Background: an optimization exercise with open tools, aiming at a short achievable clock period and few clock cycles. Do not read the settings as production practice.
In this exercise RTL edits were held to simulation tests only and were not proved equivalent to the original.
Power and IR drop assume default switching activity.

==> flow/design.v <==
module edge_detector (
    input             clk,
    input             rst,
    input             smp_valid,
    input      [15:0] smp_data,
    input             smp_err,
    input             arm,
    output reg        arm_ack,
    input      [2:0]  rd_field,
    output reg [21:0] rd_data,
    input      [6:0]  eb_addr,
    output     [7:0]  eb_data,
    output reg        sync_out,
    output            irq,
    output            fatal,
    output     [1:0]  fatal_reason
);
    localparam integer H = 16;
    localparam integer C = 64;
    localparam [2:0] M_IDLE      = 3'd0;
    localparam [2:0] M_ARMED     = 3'd1;
    localparam [2:0] M_RUNNING   = 3'd2;
    localparam [2:0] M_SUSPENDED = 3'd3;
    localparam [2:0] M_FATAL     = 3'd4;
    localparam [1:0] R_SYNC_LOSS = 2'd1;
    localparam [1:0] R_DMA_ERROR = 2'd2;
    localparam [1:0] R_OVERRUN   = 2'd3;
    localparam [1:0] E_RUN      = 2'd0;
    localparam [1:0] E_THROTTLE = 2'd1;
    localparam [1:0] E_SYNC     = 2'd2;
    localparam integer EB_N = C - 7;
    reg [7:0]  eb [0:EB_N-1];
    reg [2:0]  mode;
    reg        irq_en;
    reg        ht, tc, err;
    reg [4:0]  wr_ptr;
    reg [1:0]  fatal_reason_q;
    reg [21:0] fatal_ctx;
    reg [3:0]  last_value;
    reg [15:0] last_duration;
    reg [6:0]  bytes;
    reg        cur_half;
    reg [3:0]  enc_ref;            
    reg [15:0] enc_dur;            
    reg [6:0]  enc_bytes;          
    reg [1:0]  enc_mod3;           
    reg [1:0]  enc_stop;           
    reg [20:0] enc_ctx;            
    wire        dma_on    = (mode == M_ARMED) || (mode == M_RUNNING) || (mode == M_SUSPENDED);
    wire        smp_take  = smp_valid && dma_on;
    wire        err_take  = smp_err && dma_on;
    wire        set_ht    = smp_take && (wr_ptr == H - 1);
    wire        set_tc    = smp_take && (wr_ptr == 2 * H - 1);
    wire        seq_mode  = (mode == M_ARMED) || (mode == M_RUNNING);
    wire        arm_take  = arm && (mode != M_FATAL);
    wire        dispatch  = !arm_take && seq_mode && irq_en && (err || ht || tc);
    wire [19:0] venc      = {enc_dur, enc_ref};
    wire        len_gt1   = (venc[19:7]  != 13'd0);
    wire        len_gt2   = (venc[19:14] != 6'd0);
    wire [7:0]  rec_b0    = {len_gt1, venc[6:0]};
    wire [7:0]  rec_b1    = {len_gt2, venc[13:7]};
    wire [7:0]  rec_b2    = {2'b00, venc[19:14]};
    wire [6:0]  enc_bytes_rec = enc_bytes + {5'd0, len_gt2, !len_gt2 && len_gt1} + 7'd1;
    wire [1:0]  enc_mod3_rec  = len_gt2 ? enc_mod3 :
                                len_gt1 ? ((enc_mod3 == 2'd0) ? 2'd2 : enc_mod3 - 2'd1) :
                                          ((enc_mod3 == 2'd2) ? 2'd0 : enc_mod3 + 2'd1);
    wire        enc_go    = smp_take && (enc_stop == E_RUN);
    wire        is_edge   = (smp_data[3:0] != enc_ref);
    wire        is_bad    = (smp_data[15:5] != 11'd0);
    wire        no_room   = (enc_bytes > C - 10);
    wire [1:0]  seq_state = {fatal_reason_q == R_OVERRUN, fatal_reason_q[0]};
    assign irq          = irq_en && (ht || tc || err);
    assign fatal        = (mode == M_FATAL);
    assign fatal_reason = fatal_reason_q;
    genvar rb, ri;
    generate
        for (rb = 0; rb < 8; rb = rb + 1) begin : g_rd_bit
            wire [EB_N-1:0] col;
            for (ri = 0; ri < EB_N; ri = ri + 1) begin : g_col
                assign col[ri] = eb[ri][rb];
            end
            edge_detector_rdbit u_bit (.a(eb_addr[5:0]), .d(col), .y(eb_data[rb]));
        end
    endgenerate
    always @(*) begin
        case (rd_field)
            3'd0:    rd_data = {9'd0, sync_out, cur_half, seq_state, err, tc, ht,
                                irq_en, fatal_reason_q, mode};
            3'd1:    rd_data = {15'd0, bytes};
            3'd2:    rd_data = {18'd0, last_value};
            3'd3:    rd_data = {6'd0, last_duration};
            3'd4:    rd_data = fatal_ctx;
            default: rd_data = 22'd0;
        endcase
    end
    wire [7:0] wr_bus [0:2];
    assign wr_bus[0] = (enc_mod3 == 2'd0) ? rec_b0 : (enc_mod3 == 2'd1) ? rec_b2 : rec_b1;
    assign wr_bus[1] = (enc_mod3 == 2'd0) ? rec_b1 : (enc_mod3 == 2'd1) ? rec_b0 : rec_b2;
    assign wr_bus[2] = (enc_mod3 == 2'd0) ? rec_b2 : (enc_mod3 == 2'd1) ? rec_b1 : rec_b0;
    genvar a;
    generate
        for (a = 0; a < EB_N; a = a + 1) begin : g_eb
            wire we = (enc_bytes[5:0] == a) ||
                      (a >= 1 && enc_bytes[5:0] == a - 1) ||
                      (a >= 2 && enc_bytes[5:0] == a - 2);
            always @(posedge clk) begin
                if (smp_take && we)
                    eb[a] <= wr_bus[a % 3];
            end
        end
    endgenerate
    always @(posedge clk) begin
        if (rst) begin
            mode           <= M_IDLE;
            irq_en         <= 1'b0;
            ht             <= 1'b0;
            tc             <= 1'b0;
            err            <= 1'b0;
            wr_ptr         <= 5'd0;
            sync_out       <= 1'b0;
            fatal_reason_q <= 2'd0;
            fatal_ctx      <= 22'd0;
            last_value     <= 4'd0;
            last_duration  <= 16'd0;
            bytes          <= 7'd0;
            cur_half       <= 1'b0;
            arm_ack        <= 1'b0;
            enc_ref        <= 4'd0;
            enc_dur        <= 16'd0;
            enc_bytes      <= 7'd0;
            enc_mod3       <= 2'd0;
            enc_stop       <= E_RUN;
            enc_ctx        <= 21'd0;
        end else begin
            arm_ack <= 1'b0;
            if (smp_take) begin
                sync_out <= ~sync_out;
                wr_ptr   <= wr_ptr + 5'd1;
                if (set_ht) ht <= 1'b1;
                if (set_tc) tc <= 1'b1;
            end
            if (err_take)
                err <= 1'b1;
            if (enc_go) begin
                if (!is_edge) begin
                    enc_dur <= enc_dur + 16'd1;
                end else if (is_bad) begin
                    enc_stop <= E_SYNC;
                    enc_ctx  <= {smp_data, 1'b0, wr_ptr[3:0]};
                end else if (no_room) begin
                    enc_stop <= E_THROTTLE;
                end else begin
                    enc_bytes <= enc_bytes_rec;
                    enc_mod3  <= enc_mod3_rec;
                    enc_ref   <= smp_data[3:0];
                    enc_dur   <= 16'd0;
                end
            end
            if (arm_take) begin
                arm_ack       <= 1'b1;
                wr_ptr        <= 5'd0;
                ht            <= 1'b0;
                tc            <= 1'b0;
                err           <= 1'b0;
                bytes         <= 7'd0;
                last_duration <= 16'd0;
                mode          <= M_ARMED;
                irq_en        <= 1'b1;
                enc_ref       <= last_value;
                enc_dur       <= 16'd0;
                enc_bytes     <= 7'd0;
                enc_mod3      <= 2'd0;
                enc_stop      <= E_RUN;
            end else if (dispatch) begin
                if (err) begin
                    mode           <= M_FATAL;
                    fatal_reason_q <= R_DMA_ERROR;
                    fatal_ctx      <= 22'd0;
                end else begin
                    cur_half   <= !ht;
                    bytes      <= enc_bytes;
                    last_value <= enc_ref;
                    case (enc_stop)
                        E_SYNC: begin
                            mode           <= M_FATAL;
                            fatal_reason_q <= R_SYNC_LOSS;
                            fatal_ctx      <= {enc_ctx, !ht};
                        end
                        E_THROTTLE: begin
                            last_duration <= enc_dur;
                            irq_en        <= 1'b0;
                            mode          <= M_SUSPENDED;
                        end
                        default: begin
                            last_duration <= enc_dur;
                            if (ht) begin
                                if (!set_ht) ht <= 1'b0;
                            end else begin
                                if (!set_tc) tc <= 1'b0;
                            end
                            if (ht ? tc : 1'b0) begin
                                mode           <= M_FATAL;
                                fatal_reason_q <= R_OVERRUN;
                                fatal_ctx      <= {21'd0, !ht};
                            end else begin
                                mode <= M_RUNNING;
                            end
                        end
                    endcase
                end
            end
        end
    end
endmodule
module edge_detector_rdbit (
    input  [5:0]  a,
    input  [56:0] d,
    output        y
);
    wire [7:0] s0, s1;
    edge_detector_dec8 u_dec0 (.a(a[2:0]), .y(s0));
    edge_detector_dec8 u_dec1 (.a(a[5:3]), .y(s1));
    wire [7:0] grp;
    genvar g;
    generate
        for (g = 0; g < 7; g = g + 1) begin : g_grp
            edge_detector_sel8 u_sel (.s(s0), .d(d[8*g +: 8]), .y(grp[g]));
        end
    endgenerate
    assign grp[7] = |(s0[0:0] & d[56:56]);
    edge_detector_sel8 u_out (.s(s1), .d(grp), .y(y));
endmodule
module edge_detector_dec8 (
    input  [2:0] a,
    output [7:0] y
);
    assign y = 8'd1 << a;
endmodule
module edge_detector_sel8 (
    input  [7:0] s,
    input  [7:0] d,
    output       y
);
    assign y = |(s & d);
endmodule
clock: 6.0 ns
lec_check: 0
abc_clock_period_in_ps: 3000
cap_margin: 20
core_margin: 2
core_utilization: 55
setup_slack_margin: 2.5
slew_margin: 20
synth_hierarchical: 1
run.sh (not shown) runs the stock make flow with config.mk's settings and CLKGATE_MAP_FILE= SYNTH_SCRIPT=/design/flow/synth_recipe.tcl, a recipe that flattens the netlist after the stock synthesis.
Testbench counts at the start, summed over its fixed seeds: cycles 20,128.
Edit:
--- a/flow/design.v
+++ b/flow/design.v
@@ -26,12 +26,11 @@
     localparam [1:0] R_DMA_ERROR = 2'd2;
     localparam [1:0] R_OVERRUN   = 2'd3;
     localparam [1:0] E_RUN      = 2'd0;
     localparam [1:0] E_THROTTLE = 2'd1;
     localparam [1:0] E_SYNC     = 2'd2;
-    localparam integer EB_N = C - 7;
-    reg [7:0]  eb [0:EB_N-1];
+    reg [7:0]  eb [0:C-1];         
     reg [2:0]  mode;
     reg        irq_en;
     reg        ht, tc, err;
     reg [4:0]  wr_ptr;
     reg [1:0]  fatal_reason_q;
@@ -68,17 +67,17 @@
     wire        is_edge   = (smp_data[3:0] != enc_ref);
     wire        is_bad    = (smp_data[15:5] != 11'd0);
     wire        no_room   = (enc_bytes > C - 10);
     wire [1:0]  seq_state = {fatal_reason_q == R_OVERRUN, fatal_reason_q[0]};
     assign irq          = irq_en && (ht || tc || err);
-    assign fatal        = (mode == M_FATAL);
+    assign fatal        = mode[2];             
     assign fatal_reason = fatal_reason_q;
     genvar rb, ri;
     generate
         for (rb = 0; rb < 8; rb = rb + 1) begin : g_rd_bit
-            wire [EB_N-1:0] col;
-            for (ri = 0; ri < EB_N; ri = ri + 1) begin : g_col
+            wire [63:0] col;
+            for (ri = 0; ri < 64; ri = ri + 1) begin : g_col
                 assign col[ri] = eb[ri][rb];
             end
             edge_detector_rdbit u_bit (.a(eb_addr[5:0]), .d(col), .y(eb_data[rb]));
         end
     endgenerate
@@ -97,16 +96,16 @@
     assign wr_bus[0] = (enc_mod3 == 2'd0) ? rec_b0 : (enc_mod3 == 2'd1) ? rec_b2 : rec_b1;
     assign wr_bus[1] = (enc_mod3 == 2'd0) ? rec_b1 : (enc_mod3 == 2'd1) ? rec_b0 : rec_b2;
     assign wr_bus[2] = (enc_mod3 == 2'd0) ? rec_b2 : (enc_mod3 == 2'd1) ? rec_b1 : rec_b0;
     genvar a;
     generate
-        for (a = 0; a < EB_N; a = a + 1) begin : g_eb
+        for (a = 0; a < C; a = a + 1) begin : g_eb
             wire we = (enc_bytes[5:0] == a) ||
                       (a >= 1 && enc_bytes[5:0] == a - 1) ||
                       (a >= 2 && enc_bytes[5:0] == a - 2);
             always @(posedge clk) begin
-                if (smp_take && we)
+                if (we)
                     eb[a] <= wr_bus[a % 3];
             end
         end
     endgenerate
     always @(posedge clk) begin
@@ -212,25 +211,30 @@
         end
     end
 endmodule
 module edge_detector_rdbit (
     input  [5:0]  a,
-    input  [56:0] d,
+    input  [63:0] d,
     output        y
 );
-    wire [7:0] s0, s1;
+    wire [63:0] l0 = d;
+    wire [7:0] s0;
     edge_detector_dec8 u_dec0 (.a(a[2:0]), .y(s0));
+    wire [7:0] s1;
     edge_detector_dec8 u_dec1 (.a(a[5:3]), .y(s1));
-    wire [7:0] grp;
-    genvar g;
+    genvar i;
     generate
-        for (g = 0; g < 7; g = g + 1) begin : g_grp
-            edge_detector_sel8 u_sel (.s(s0), .d(d[8*g +: 8]), .y(grp[g]));
+        wire [7:0] l1;
+        for (i = 0; i < 8; i = i + 1) begin : g_l1
+            edge_detector_sel8 u_sel (.s(s0), .d(l0[8*i +: 8]), .y(l1[i]));
+        end
+        wire [0:0] l2;
+        for (i = 0; i < 1; i = i + 1) begin : g_l2
+            edge_detector_sel8 u_sel (.s(s1), .d(l1[8*i +: 8]), .y(l2[i]));
         end
     endgenerate
-    assign grp[7] = |(s0[0:0] & d[56:56]);
-    edge_detector_sel8 u_out (.s(s1), .d(grp), .y(y));
+    assign y = l2[0];
 endmodule
 module edge_detector_dec8 (
     input  [2:0] a,
     output [7:0] y
 );
Result:
- die area increases by about 8%
- global-route usage goes up by 0.20 points
- non-clock buffer count drops by 6
- register-to-register slack barely changes
- design area increases by 8.2%
- setup slack is worse by 0.022 ns
- utilization is lower by 0.12 points
- wire length goes up by about 9%
- clock-buffer cell count came out higher by 9
- area after synthesis goes up by 8.3%
- first-iteration DRC count increases by about 19%
- total power goes up by about 9%
- final cell count increases by about 6%
- fmax decreases by 0.53%
Testbench counts after the change, summed over its fixed seeds: cycles 20,128.

* * *

Another version of the RTL of edge_detector (not shown whole).
Size: roughly 1800 cells after synthesis, roughly 630 flip-flops, about 67 I/O pins.
## edge_detector
module edge_detector (
    input             clk,
    input             rst,
    input             smp_valid,
    input      [15:0] smp_data,
    input             smp_err,
    input             arm,
    output reg        arm_ack,
    input      [2:0]  rd_field,
    output reg [21:0] rd_data,
    input      [6:0]  eb_addr,
    output     [7:0]  eb_data,
    output reg        sync_out,
    output            irq,
    output            fatal,
    output     [1:0]  fatal_reason
);
clock: 6.0 ns
lec_check: 0
abc_clock_period_in_ps: 3000
cap_margin: 20
core_margin: 2
core_utilization: 55
setup_slack_margin: 2.5
slew_margin: 20
synth_hierarchical: 1
Testbench counts at the start, summed over its fixed seeds: cycles 20,128.
Change:
--- a/flow/design.v
+++ b/flow/design.v
@@ -62,32 +62,37 @@
     wire [6:0]  enc_bytes_rec = enc_bytes + {5'd0, len_gt2, !len_gt2 && len_gt1} + 7'd1;
     wire [1:0]  enc_mod3_rec  = len_gt2 ? enc_mod3 :
                                 len_gt1 ? ((enc_mod3 == 2'd0) ? 2'd2 : enc_mod3 - 2'd1) :
                                           ((enc_mod3 == 2'd2) ? 2'd0 : enc_mod3 + 2'd1);
     wire        enc_go    = smp_take && (enc_stop == E_RUN);
     wire        is_edge   = (smp_data[3:0] != enc_ref);
     wire        is_bad    = (smp_data[15:5] != 11'd0);
     wire        no_room   = (enc_bytes > C - 10);
     wire [1:0]  seq_state = {fatal_reason_q == R_OVERRUN, fatal_reason_q[0]};
     assign irq          = irq_en && (ht || tc || err);
     assign fatal        = (mode == M_FATAL);
     assign fatal_reason = fatal_reason_q;
+    wire [3:0] rd_plo = 4'd1 << eb_addr[1:0];
+    wire [3:0] rd_phi = 4'd1 << eb_addr[4:3];
+    wire [1:0] rd_qlo = {eb_addr[2], ~eb_addr[2]};
+    wire [1:0] rd_qhi = {eb_addr[5], ~eb_addr[5]};
     genvar rb, ri;
     generate
         for (rb = 0; rb < 8; rb = rb + 1) begin : g_rd_bit
             wire [63:0] col;
             for (ri = 0; ri < 64; ri = ri + 1) begin : g_col
                 assign col[ri] = eb[ri][rb];
             end
-            edge_detector_rdbit u_bit (.a(eb_addr[5:0]), .d(col), .y(eb_data[rb]));
+            edge_detector_rdbit u_bit (.plo(rd_plo), .qlo(rd_qlo), .phi(rd_phi), .qhi(rd_qhi),
+                                       .d(col), .y(eb_data[rb]));
         end
     endgenerate
     always @(*) begin
         case (rd_field)
             3'd0:    rd_data = {9'd0, sync_out, cur_half, seq_state, err, tc, ht,
                                 irq_en, fatal_reason_q, mode};
             3'd1:    rd_data = {15'd0, bytes};
             3'd2:    rd_data = {18'd0, last_value};
             3'd3:    rd_data = {6'd0, last_duration};
             3'd4:    rd_data = fatal_ctx;
             default: rd_data = 22'd0;
         endcase
@@ -203,47 +208,45 @@
                                 fatal_ctx      <= {21'd0, !ht};
                             end else begin
                                 mode <= M_RUNNING;
                             end
                         end
                     endcase
                 end
             end
         end
     end
 endmodule
 module edge_detector_rdbit (
-    input  [5:0]  a,
+    input  [3:0]  plo,
+    input  [1:0]  qlo,
+    input  [3:0]  phi,
+    input  [1:0]  qhi,
     input  [63:0] d,
     output        y
 );
-    wire [63:0] l0 = d;
-    wire [7:0] s0;
-    edge_detector_dec8 u_dec0 (.a(a[2:0]), .y(s0));
-    wire [7:0] s1;
-    edge_detector_dec8 u_dec1 (.a(a[5:3]), .y(s1));
-    genvar i;
+    wire [7:0] s0, s1;
+    edge_detector_dec8 u_dec0 (.p(plo), .q(qlo), .y(s0));
+    edge_detector_dec8 u_dec1 (.p(phi), .q(qhi), .y(s1));
+    wire [7:0] grp;
+    genvar g;
     generate
-        wire [7:0] l1;
-        for (i = 0; i < 8; i = i + 1) begin : g_l1
-            edge_detector_sel8 u_sel (.s(s0), .d(l0[8*i +: 8]), .y(l1[i]));
-        end
-        wire [0:0] l2;
-        for (i = 0; i < 1; i = i + 1) begin : g_l2
-            edge_detector_sel8 u_sel (.s(s1), .d(l1[8*i +: 8]), .y(l2[i]));
+        for (g = 0; g < 8; g = g + 1) begin : g_grp
+            edge_detector_sel8 u_sel (.s(s0), .d(d[8*g +: 8]), .y(grp[g]));
         end
     endgenerate
-    assign y = l2[0];
+    edge_detector_sel8 u_out (.s(s1), .d(grp), .y(y));
 endmodule
 module edge_detector_dec8 (
-    input  [2:0] a,
+    input  [3:0] p,
+    input  [1:0] q,
     output [7:0] y
 );
-    assign y = 8'd1 << a;
+    assign y = {p & {4{q[1]}}, p & {4{q[0]}}};
 endmodule
 module edge_detector_sel8 (
     input  [7:0] s,
     input  [7:0] d,
     output       y
 );
     assign y = |(s & d);
 endmodule
The new run ran to the end with no violations.
Total power falls slightly.
Sequential share of layout area increases by 0.99 points.
Cell count hardly moves.
Area after synthesis falls slightly.
Core utilization is lower by 1.0 points.
Combinational power decreases by about a fifth.
Clock-buffer cell count came out lower by 6.
Die area drops slightly.
Sequential power barely changes.
Wire length drops by a few percent.
Via count went down by a few percent.
Design area fell slightly.
Synthesized cell count rose slightly.
Setup slack degrades by 0.16 ns.
Testbench counts after the change, summed over its fixed seeds: cycles 20,128.

-- re-timing with driven ports --
How much do the figures lean on ideal ports? The routed layouts below were timed once more, with nothing changed but the port constraints. Step 1: set_driving_cell puts a clkbuf_16 on clk and a buf_2 on each other input, an assumption about the parent block. Step 2 times the ports against the registers' clock, not the clock port: input delays grow and output delays shrink by t, the midpoint of the rising clock arrivals with the driver on. Three values: ideal ports, drivers, drivers and shift; two values: the first two.
run | t, ns | setup slack, ns | hold slack, ns | clock arrival spread, ns | worst register clock-pin slew, ns
the first run of note 1 | 0.669 | 1.955 / 1.865 / 1.865 | 0.459 / 0.459 / 0.459 | 0.028 / 0.028 | 0.06 / 0.06
the second run of note 1 | 0.680 | 1.933 / 1.811 / 1.811 | 0.457 / 0.457 / 0.457 | 0.022 / 0.022 | 0.07 / 0.07
the first run of note 2 | 0.694 | 2.112 / 1.749 / 1.749 | 0.456 / 0.456 / 0.456 | 0.023 / 0.023 | 0.06 / 0.06
the second run of note 2 | 0.681 | 1.954 / 1.918 / 1.841 | 0.457 / 0.457 / 0.457 | 0.025 / 0.025 | 0.07 / 0.07
After both steps every run listed still meets setup and hold. The setup slack of the first run of note 2, which loses most, moves by -0.363 ns with the drivers and by -0.363 ns with both steps.
